This design comes from an exercise in tuning for small area, a short achievable clock period and few clock cycles on the open sky130 flow, not from production work.
At most, simulation tests tie the RTL to the original design; equivalence was not proved.
Power is estimated from default activity; no workload was simulated.

==> flow/design.v (excerpt) <==
module bms_codec (
    input  wire        clk,
    input  wire        rst,
    input  wire        req_valid,
    output wire        req_ready,
    input  wire [31:0] req_desc,
    input  wire [7:0]  req_count,
    input  wire [7:0]  req_counter,
    input  wire        in_valid,
    output wire        in_ready,
    input  wire [7:0]  in_data,
    output wire        out_valid,
    input  wire        out_ready,
    output wire [7:0]  out_data,
    output wire        out_last,
    output wire [2:0]  out_status
);
Settings: LEC_CHECK=0, CAP_MARGIN=20, CORE_MARGIN=2, CORE_UTILIZATION=40, CTS_CLUSTER_DIAMETER=150, CTS_CLUSTER_SIZE=30, PLACE_DENSITY=0.6, SLEW_MARGIN=20, TNS_END_PERCENT=20; clock period 9.0 ns.
standard.sh (not shown) runs the stock make flow with config.mk's settings and CLKGATE_MAP_FILE= SYNTH_SCRIPT=/design/flow/synth_recipe.tcl, a recipe that flattens the netlist after the stock synthesis.
==> flow/flow/run.sh <==
#!/bin/bash
# Standard layout, with timing repair aiming at a setup slack of MARGIN ns.
set -euo pipefail
MARGIN=6
sed "s/\"\\\${@:-finish}\"/SETUP_SLACK_MARGIN=$MARGIN &/" standard.sh > standard_margin.sh
grep -q "SETUP_SLACK_MARGIN=$MARGIN" standard_margin.sh
bash standard_margin.sh > make_finish.log 2>&1
Testbench counts at the start, summed over its fixed seeds: cycles 68,260.
Then changed:
TNS_END_PERCENT = 5   (was 20)
The changed run produced a clean layout.
Clock power hardly moves.
Maximum frequency rises by 0.95%.
Worst setup slack gains 0.030 ns.
Global-route usage stays flat.
Sequential share of layout area rises by 0.49 points.
Cell area falls by 0.70%.
Via count falls by 0.70%.
Combinational power falls by about 0.9%.
Then changed:
CORE_UTILIZATION = 50   (was 40)
PLACE_DENSITY = 0.7   (was 0.6)
TNS_END_PERCENT = unset   (was 5)
After rerunning:
- via count rises by 2.6%
- total power rises by 0.40%
- first-iteration DRC count rises by 11%

* * *

job 103:
Another version of the RTL of bms_codec (not shown whole).
Size in the first run: roughly 1800 cells after synthesis, roughly 35000 um^2 of cells after synthesis.
clock: 9.0 ns
lec_check: 0
cap_margin: 20
core_margin: 2
core_utilization: 40
cts_cluster_diameter: 150
cts_cluster_size: 30
place_density: 0.6
slew_margin: 20
Scripts as last shown in full above: flow/flow/run.sh
Relative to job 103, the following input files were edited for job 101:
Settings: a change of CTS_CLUSTER_DIAMETER from 150 to 100.
[summary]
Between job 103 and job 101, the flip-flop and latch area does not differ in any meaningful way. Per the comparison of job 101 with job 103, power density over cell area moved up, number of antenna violations at the first check in global routing moved up. Job 101 reports its critical path's slowest cell as sky130_fd_sc_hd__nor3_4 while job 103 reports sky130_fd_sc_hd__or2_4.
Function was not checked in any run of this note: the RTL went through the layout flow alone.

* * *

## wip/tundra
Another version of the RTL of bms_codec (not shown whole).
Size: roughly 1900 cells after synthesis, about 980 flip-flops, about 76 I/O pins, about 36000 µm² of cells after synthesis.
Settings: LEC_CHECK=0, CAP_MARGIN=20, CORE_MARGIN=2, CORE_UTILIZATION=40, CTS_CLUSTER_DIAMETER=100, CTS_CLUSTER_SIZE=30, PLACE_DENSITY=0.6, SLEW_MARGIN=20; clock period 9.0 ns.
==> flow/flow/run.sh <==
#!/bin/bash
# Standard layout, with timing repair aiming at a setup slack of MARGIN ns.
set -euo pipefail
MARGIN=6.1
sed "s/\"\\\${@:-finish}\"/SETUP_SLACK_MARGIN=$MARGIN &/" standard.sh > standard_margin.sh
grep -q "SETUP_SLACK_MARGIN=$MARGIN" standard_margin.sh
bash standard_margin.sh > make_finish.log 2>&1
Testbench counts of wip/tundra, summed over its fixed seeds: cycles 68,260.
Setup changes, wip/tundra to wip/indigo
# wip/tundra
export LEC_CHECK = 0
export CAP_MARGIN = 20
export CORE_MARGIN = 2
export CORE_UTILIZATION = 40
export CTS_CLUSTER_DIAMETER = 100
export CTS_CLUSTER_SIZE = 30
export PLACE_DENSITY = 0.6
export SLEW_MARGIN = 20
create_clock -name core_clock -period 9.0 [get_ports {clk}]
# wip/indigo
export LEC_CHECK = 0
export CAP_MARGIN = 20
export CORE_MARGIN = 2
export CORE_UTILIZATION = 40
export CTS_CLUSTER_DIAMETER = 150
export CTS_CLUSTER_SIZE = 30
export PLACE_DENSITY = 0.6
export SLEW_MARGIN = 20
create_clock -name core_clock -period 9.0 [get_ports {clk}]
Notes after the runs:
wip/indigo reached the final stage; the timing, design-rule and antenna checks on its layout passed.
Reported for wip/tundra and wip/indigo, synthesized-area fraction occupied by ao, oa, aoi and oai cells turned out identical to the last digit.
Compared wip/tundra against wip/indigo; via count of the first global-routing pass within noise.
Compared to wip/tundra, wip/indigo has cell area 300 µm² lower.
Re number of cell instances on the worst register-to-register path: wip/indigo is 1 up on wip/tundra.
The lower number of diodes came out of wip/indigo.
| global-route usage | wip/indigo vs wip/tundra | ≈ equal |
Flop-to-flop setup slack: wip/indigo worse than wip/tundra
In terms of worst slack on hold paths, wip/indigo and wip/tundra differ only marginally.
Total power: wip/indigo below wip/tundra
Count of cells resized by post-cts repair was higher in the run labelled wip/indigo.

* * *

Starting RTL as in the previous note.
export LEC_CHECK = 0
export CAP_MARGIN = 20
export CORE_MARGIN = 2
export CORE_UTILIZATION = 40
export CTS_CLUSTER_DIAMETER = 120
export CTS_CLUSTER_SIZE = 25
export PLACE_DENSITY = 0.6
export SLEW_MARGIN = 20
create_clock -name core_clock -period 9.0 [get_ports {clk}]
Scripts as last shown in full above: flow/flow/run.sh
Testbench counts at the start, summed over its fixed seeds: cycles 68,260.
Rerun with:
==> flow/flow/run.sh (replaced) <==
#!/bin/bash
# Standard layout, with timing repair aiming at a setup slack of MARGIN ns.
set -euo pipefail
MARGIN=6
sed "s/\"\\\${@:-finish}\"/SETUP_SLACK_MARGIN=$MARGIN &/" standard.sh > standard_margin.sh
grep -q "SETUP_SLACK_MARGIN=$MARGIN" standard_margin.sh
bash standard_margin.sh > make_finish.log 2>&1
--- a/flow/config.mk
+++ b/flow/config.mk
@@ -9,6 +9,6 @@
 export CORE_MARGIN = 2
 export CORE_UTILIZATION = 40
-export CTS_CLUSTER_DIAMETER = 120
-export CTS_CLUSTER_SIZE = 25
+export CTS_CLUSTER_DIAMETER = 100
+export CTS_CLUSTER_SIZE = 30
 export PLACE_DENSITY = 0.6
 export SLEW_MARGIN = 20
Die area stays the same.
Worst setup slack gets worse by 0.038 ns.
Design area is lower by 1.2%.
Count of clock-buffer cells in the layout is lower by 17.
Global-route usage is lower by 0.37 points.
Register-to-register slack gets worse by 0.04 ns.
Wire length is lower by 3.1%.
Synthesized area is unchanged.
Final cell count is lower by 1.3%.
Total power is lower by 0.35%.
Sequential share of layout area is higher by 0.85 points.
Rerun with:
--- a/flow/config.mk
+++ b/flow/config.mk
@@ -9,5 +9,5 @@
 export CORE_MARGIN = 2
 export CORE_UTILIZATION = 40
-export CTS_CLUSTER_DIAMETER = 100
+export CTS_CLUSTER_DIAMETER = 150
 export CTS_CLUSTER_SIZE = 30
 export PLACE_DENSITY = 0.6
- The changed run completed with no timing, DRC or antenna violations
- area after synthesis stays the same
- final cell count stays flat
- sequential share of layout area climbs by 0.49 points
- worst hold slack is worse by 0.022 ns

* * *

bms_codec, a different RTL version from the one above (not shown whole).
For scale: roughly 2600 cells after synthesis, ~76 I/O pins.
==> flow/config.mk <==
export PLATFORM = sky130hd
export DESIGN_NAME = bms_codec
export DESIGN_NICKNAME = bms_codec
export VERILOG_FILES = /design/flow/design.v
export SDC_FILE = /design/flow/constraint.sdc
export NUM_CORES = 4
export LEC_CHECK = 0
export CAP_MARGIN = 20
export CORE_MARGIN = 2
export CORE_UTILIZATION = 40
export PLACE_DENSITY = 0.6
export SLEW_MARGIN = 20
==> flow/constraint.sdc <==
create_clock -name core_clock -period 9.0 [get_ports {clk}]
set_input_delay 1.8000 -clock core_clock [delete_from_list [all_inputs] [get_ports {clk}]]
set_output_delay 1.8000 -clock core_clock [all_outputs]
set_load 0.01 [all_outputs]
==> flow/flow/run.sh <==
#!/bin/bash
# Standard layout, with timing repair aiming at a setup slack of MARGIN ns.
set -euo pipefail
MARGIN=6
sed "s/\"\\\${@:-finish}\"/SETUP_SLACK_MARGIN=$MARGIN &/" standard.sh > standard_margin.sh
grep -q "SETUP_SLACK_MARGIN=$MARGIN" standard_margin.sh
bash standard_margin.sh > make_finish.log 2>&1
Edit:
==> flow/run.sh (new file) <==
#!/bin/bash
# synth_recipe.tcl (not shown) runs the flow's synth.tcl, then flattens the netlist and writes it again
# the make line also repeats each setting of config.mk as NAME=value (left out here)
make -C /OpenROAD-flow-scripts/flow DESIGN_CONFIG=/design/flow/config.mk WORK_HOME=/design/flow/orfs CLKGATE_MAP_FILE= SYNTH_SCRIPT=/design/flow/synth_recipe.tcl finish
SETUP_SLACK_MARGIN = 5   (was unset)
removed: flow/flow/run.sh
removed: flow/standard.sh
The new run completed without violations.
Clock skew drops by 0.0083 ns.
Cell area falls by 1.4%.
Routed wire length falls by 3.3%.
Setup slack is worse by 0.48 ns.
Clock power rose by 6.3%.
No run of this note included a check of the RTL's function; only the layout flow was run.

* * *

## north
bms_codec, a different RTL version from the one above (not shown whole).
Size in the first run: ~2,600 cells after synthesis, about 960 flip-flops, roughly 0.039 sq mm of cells after synthesis.
Settings: LEC_CHECK=0, CAP_MARGIN=20, CORE_MARGIN=2, CORE_UTILIZATION=40, PLACE_DENSITY=0.6, SLEW_MARGIN=20; clock period 9.0 ns.
==> flow/flow/run.sh <==
#!/bin/bash
# Standard layout, with timing repair aiming at a setup slack of MARGIN ns.
set -euo pipefail
MARGIN=7
sed "s/\"\\\${@:-finish}\"/SETUP_SLACK_MARGIN=$MARGIN &/" standard.sh > standard_margin.sh
grep -q "SETUP_SLACK_MARGIN=$MARGIN" standard_margin.sh
bash standard_margin.sh > make_finish.log 2>&1
north ran to completion and came out clean on the timing, design-rule and antenna checks.
> inputs changed (north -> south)
==> flow/flow/run.sh <==
#!/bin/bash
# Standard layout, with timing repair aiming at a setup slack of MARGIN ns.
set -euo pipefail
MARGIN=6
sed "s/\"\\\${@:-finish}\"/SETUP_SLACK_MARGIN=$MARGIN &/" standard.sh > standard_margin.sh
grep -q "SETUP_SLACK_MARGIN=$MARGIN" standard_margin.sh
bash standard_margin.sh > make_finish.log 2>&1
### Flow results
- Against north, power in south fell by more than 10%.
- Transition time at the pin with the least slew margin was higher in north than in south.
- Worst max-slew margin expressed relative to the limit on south is ahead of north.
- Going from north to south, the total met3 wirelength after detailed routing was found to have gone down by about 14%.
- Diff north..south | portion of netlist area occupied by mux cells | unchanged
- In south, the multi-input gate share of the layout cell area came out 2.2 points below the value in north.
- south vs. north: cell area after layout went down by about 10%.
Function was not checked in any run of this note: the RTL went through the layout flow alone.

* * *

run A:
bms_codec with an RTL version that a note above also has.
Size in the first run: about 1900 cells after synthesis, about 970 flip-flops, about 76 I/O pins, about 36000 sq um of cells after synthesis.
Design bms_codec, start of the top module:
module bms_codec (
    input  wire        clk,
    input  wire        rst,
    input  wire        req_valid,
    output wire        req_ready,
    input  wire [31:0] req_desc,
    input  wire [7:0]  req_count,
    input  wire [7:0]  req_counter,
    input  wire        in_valid,
    output wire        in_ready,
    input  wire [7:0]  in_data,
    output wire        out_valid,
    input  wire        out_ready,
    output wire [7:0]  out_data,
    output wire        out_last,
    output wire [2:0]  out_status
);
==> flow/config.mk <==
export PLATFORM = sky130hd
export DESIGN_NAME = bms_codec
export DESIGN_NICKNAME = bms_codec
export VERILOG_FILES = /design/flow/design.v
export SDC_FILE = /design/flow/constraint.sdc
export NUM_CORES = 4
export LEC_CHECK = 0
export CAP_MARGIN = 20
export CORE_MARGIN = 2
export CORE_UTILIZATION = 40
export CTS_CLUSTER_DIAMETER = 150
export CTS_CLUSTER_SIZE = 30
export PLACE_DENSITY = 0.6
export SLEW_MARGIN = 20
==> flow/constraint.sdc <==
create_clock -name core_clock -period 9.0 [get_ports {clk}]
set_input_delay 1.8000 -clock core_clock [delete_from_list [all_inputs] [get_ports {clk}]]
set_output_delay 1.8000 -clock core_clock [all_outputs]
set_load 0.01 [all_outputs]
==> flow/flow/run.sh <==
#!/bin/bash
# Standard layout, with timing repair aiming at a setup slack of MARGIN ns.
set -euo pipefail
MARGIN=6.15
sed "s/\"\\\${@:-finish}\"/SETUP_SLACK_MARGIN=$MARGIN &/" standard.sh > standard_margin.sh
grep -q "SETUP_SLACK_MARGIN=$MARGIN" standard_margin.sh
bash standard_margin.sh > make_finish.log 2>&1
Testbench counts of run A, summed over its fixed seeds: cycles 68,260.
[inputs] run B vs run A
diff --git a/flow/flow/run.sh b/flow/flow/run.sh
--- a/flow/flow/run.sh
+++ b/flow/flow/run.sh
@@ -3,3 +3,3 @@
 set -euo pipefail
-MARGIN=6.15
+MARGIN=6.3
 sed "s/\"\\\${@:-finish}\"/SETUP_SLACK_MARGIN=$MARGIN &/" standard.sh > standard_margin.sh
Notes after the runs:
- Layout buffer count excluding clock buffers grows by a few percent when moving from run A to run B.
- Highest cell delay on the worst timing path was lower in the run labelled run B.
- Diff run A -> run B: worst hold slack after final layout saw little to no change; first-pass GRT wire length saw an increase; detailed-routing wirelength on met1 saw an increase; placed wire-length estimate saw an increase.
- Comparing run B and run A, worst reg-to-reg setup slack is lower on run B.
- Run B vs. run A: number of violations of the max-capacitance limit stayed essentially flat; power in the clock group ~0 delta.
Edits applied to the flow inputs when going from run B to run C:
# run B
export LEC_CHECK = 0
export CAP_MARGIN = 20
export CORE_MARGIN = 2
export CORE_UTILIZATION = 40
export CTS_CLUSTER_DIAMETER = 150
export CTS_CLUSTER_SIZE = 30
export PLACE_DENSITY = 0.6
export SLEW_MARGIN = 20
create_clock -name core_clock -period 9.0 [get_ports {clk}]
# run C
export LEC_CHECK = 0
export CAP_MARGIN = 20
export CORE_MARGIN = 2
export CORE_UTILIZATION = 40
export CTS_CLUSTER_DIAMETER = 100
export CTS_CLUSTER_SIZE = 30
export PLACE_DENSITY = 0.6
export SLEW_MARGIN = 20
create_clock -name core_clock -period 9.0 [get_ports {clk}]
diff --git a/flow/flow/run.sh b/flow/flow/run.sh
--- a/flow/flow/run.sh
+++ b/flow/flow/run.sh
@@ -3,3 +3,3 @@
 set -euo pipefail
-MARGIN=6.3
+MARGIN=6
 sed "s/\"\\\${@:-finish}\"/SETUP_SLACK_MARGIN=$MARGIN &/" standard.sh > standard_margin.sh
--- outcome ---
Diff run B -> run C: depth of the critical timing path with buffers and inverters included now sits higher, minimum clock period after layout now larger, portion of the layout cell area used by clock cells went up by 0.51 points, endpoint required time on the critical path increased 40 ps.
For internal power, run B and run C come out practically identical.
For run D, these inputs were changed with respect to run C:
# run C
export LEC_CHECK = 0
export CAP_MARGIN = 20
export CORE_MARGIN = 2
export CORE_UTILIZATION = 40
export CTS_CLUSTER_DIAMETER = 100
export CTS_CLUSTER_SIZE = 30
export PLACE_DENSITY = 0.6
export SLEW_MARGIN = 20
create_clock -name core_clock -period 9.0 [get_ports {clk}]
# run D
export LEC_CHECK = 0
export CAP_MARGIN = 20
export CORE_MARGIN = 2
export CORE_UTILIZATION = 40
export CTS_CLUSTER_DIAMETER = 150
export CTS_CLUSTER_SIZE = 30
export PLACE_DENSITY = 0.6
export SLEW_MARGIN = 20
create_clock -name core_clock -period 9.0 [get_ports {clk}]
Results
- Taking run C as the reference, in run D share of layout cells above drive strength 1 now smaller; power of the clock network now smaller.
- Higher internal power was reported by run C, not run D.
- Per the comparison of run D with run C, overall track demand over capacity in global routing -0.89 points, met2 layer wire length in the routed design -about 8%.

* * *

the reference run:
Another version of the RTL of bms_codec (not shown whole).
Size in the first run: roughly 1,800 cells after synthesis, roughly 970 flip-flops, about 0.035 mm² of cells after synthesis.
clock: 9.0 ns
lec_check: 0
cap_margin: 20
core_margin: 2
core_utilization: 40
cts_cluster_diameter: 80
cts_cluster_size: 20
place_density: 0.6
slew_margin: 20
==> flow/flow/run.sh <==
#!/bin/bash
# Standard layout, with timing repair aiming at a setup slack of MARGIN ns.
set -euo pipefail
MARGIN=6
sed "s/\"\\\${@:-finish}\"/SETUP_SLACK_MARGIN=$MARGIN &/" standard.sh > standard_margin.sh
grep -q "SETUP_SLACK_MARGIN=$MARGIN" standard_margin.sh
bash standard_margin.sh > make_finish.log 2>&1
The flow did not stop early for the reference run: all stages ran, and the layout cleared the timing, design-rule and antenna checks.
Inputs modified between the reference run and the trial run:
Settings: a change of CTS_CLUSTER_SIZE from 20 to 30; a change of CTS_CLUSTER_DIAMETER from 80 to 100.
==> comparison <==
Number of multi-input combinational cells in the layout delta (the reference run -> the trial run): insignificant
On share of the clock period used by the worst path, the reference run tracks the trial run almost exactly.
The reference run → the trial run: net switching fraction of the power picked up an extra 0.19 points, transition at the pin with the smallest max-transition slack picked up an extra 0.37 ns.
Function was not checked in any run of this note: the RTL went through the layout flow alone.

## afterwards: timing with drivers on the ports
In the flow no input, the clock included, has a driving cell. The finished layouts below were timed again as built, in two steps. Step 1 assumes that a clkbuf_16 drives the clock port and a buf_2 every other input. Step 2 times the ports against the registers' clock, not the clock port: input delays grow and output delays shrink by t, the midpoint of the rising clock arrivals with the driver on. a / b / c = ideal ports / drivers / drivers and shift; a / b = the first two.
| run | t (ns) | setup WS [ns] | slew at the worst register clock pin (ns) | worst data-port slew with drivers (ns) |
|---|---|---|---|---|
| the first run of note 1 | 0.669 | 5.862 / 5.866 / 5.208 | 0.12 / 0.12 | 0.08 |
| the second run of note 1 | 0.671 | 5.892 / 5.865 / 5.254 | 0.12 / 0.12 | 0.08 |
| the third run of note 1 | 0.663 | 5.978 / 5.962 / 5.339 | 0.12 / 0.12 | 0.07 |
| job 103 | 0.661 | 5.874 / 5.894 / 5.239 | 0.12 / 0.12 | 0.15 |
| job 101 | 0.654 | 5.862 / 5.885 / 5.231 | 0.11 / 0.11 | 0.15 |
| wip/tundra | 0.676 | 6.075 / 6.039 / 5.483 | 0.11 / 0.11 | 0.12 |
| wip/indigo | 0.657 | 6.052 / 6.032 / 5.476 | 0.13 / 0.13 | 0.10 |
| the first run of note 4 | 0.669 | 6.016 / 6.016 / 5.485 | 0.11 / 0.11 | 0.12 |
| the second run of note 4 | 0.667 | 5.977 / 5.965 / 5.400 | 0.11 / 0.11 | 0.06 |
| the third run of note 4 | 0.661 | 6.023 / 5.984 / 5.399 | 0.12 / 0.12 | 0.06 |
| the first run of note 5 | 0.711 | 5.628 / 5.643 / 4.932 | 0.07 / 0.07 | 0.06 |
| the second run of note 5 | 0.722 | 5.153 / 5.199 / 4.477 | 0.07 / 0.07 | 0.08 |
| north | 0.728 | 5.765 / 5.803 / 5.075 | 0.07 / 0.07 | 0.11 |
| south | 0.724 | 5.706 / 5.741 / 5.018 | 0.06 / 0.06 | 0.12 |
| run A | 0.678 | 5.882 / 5.912 / 5.234 | 0.12 / 0.12 | 0.07 |
| run B | 0.675 | 5.917 / 5.940 / 5.265 | 0.12 / 0.12 | 0.06 |
| run C | 0.667 | 5.798 / 5.825 / 5.159 | 0.11 / 0.11 | 0.07 |
| run D | 0.666 | 6.011 / 5.991 / 5.363 | 0.12 / 0.12 | 0.06 |
| the reference run | 0.691 | 5.940 / 5.872 / 5.337 | 0.09 / 0.09 | 0.10 |
| the trial run | 0.659 | 5.945 / 5.885 / 5.330 | 0.12 / 0.12 | 0.10 |
After both steps setup and hold are still met in every run listed. The setup slack of the first run of note 5, which loses most, moves by +0.015 ns with the drivers and by -0.696 ns with both steps.
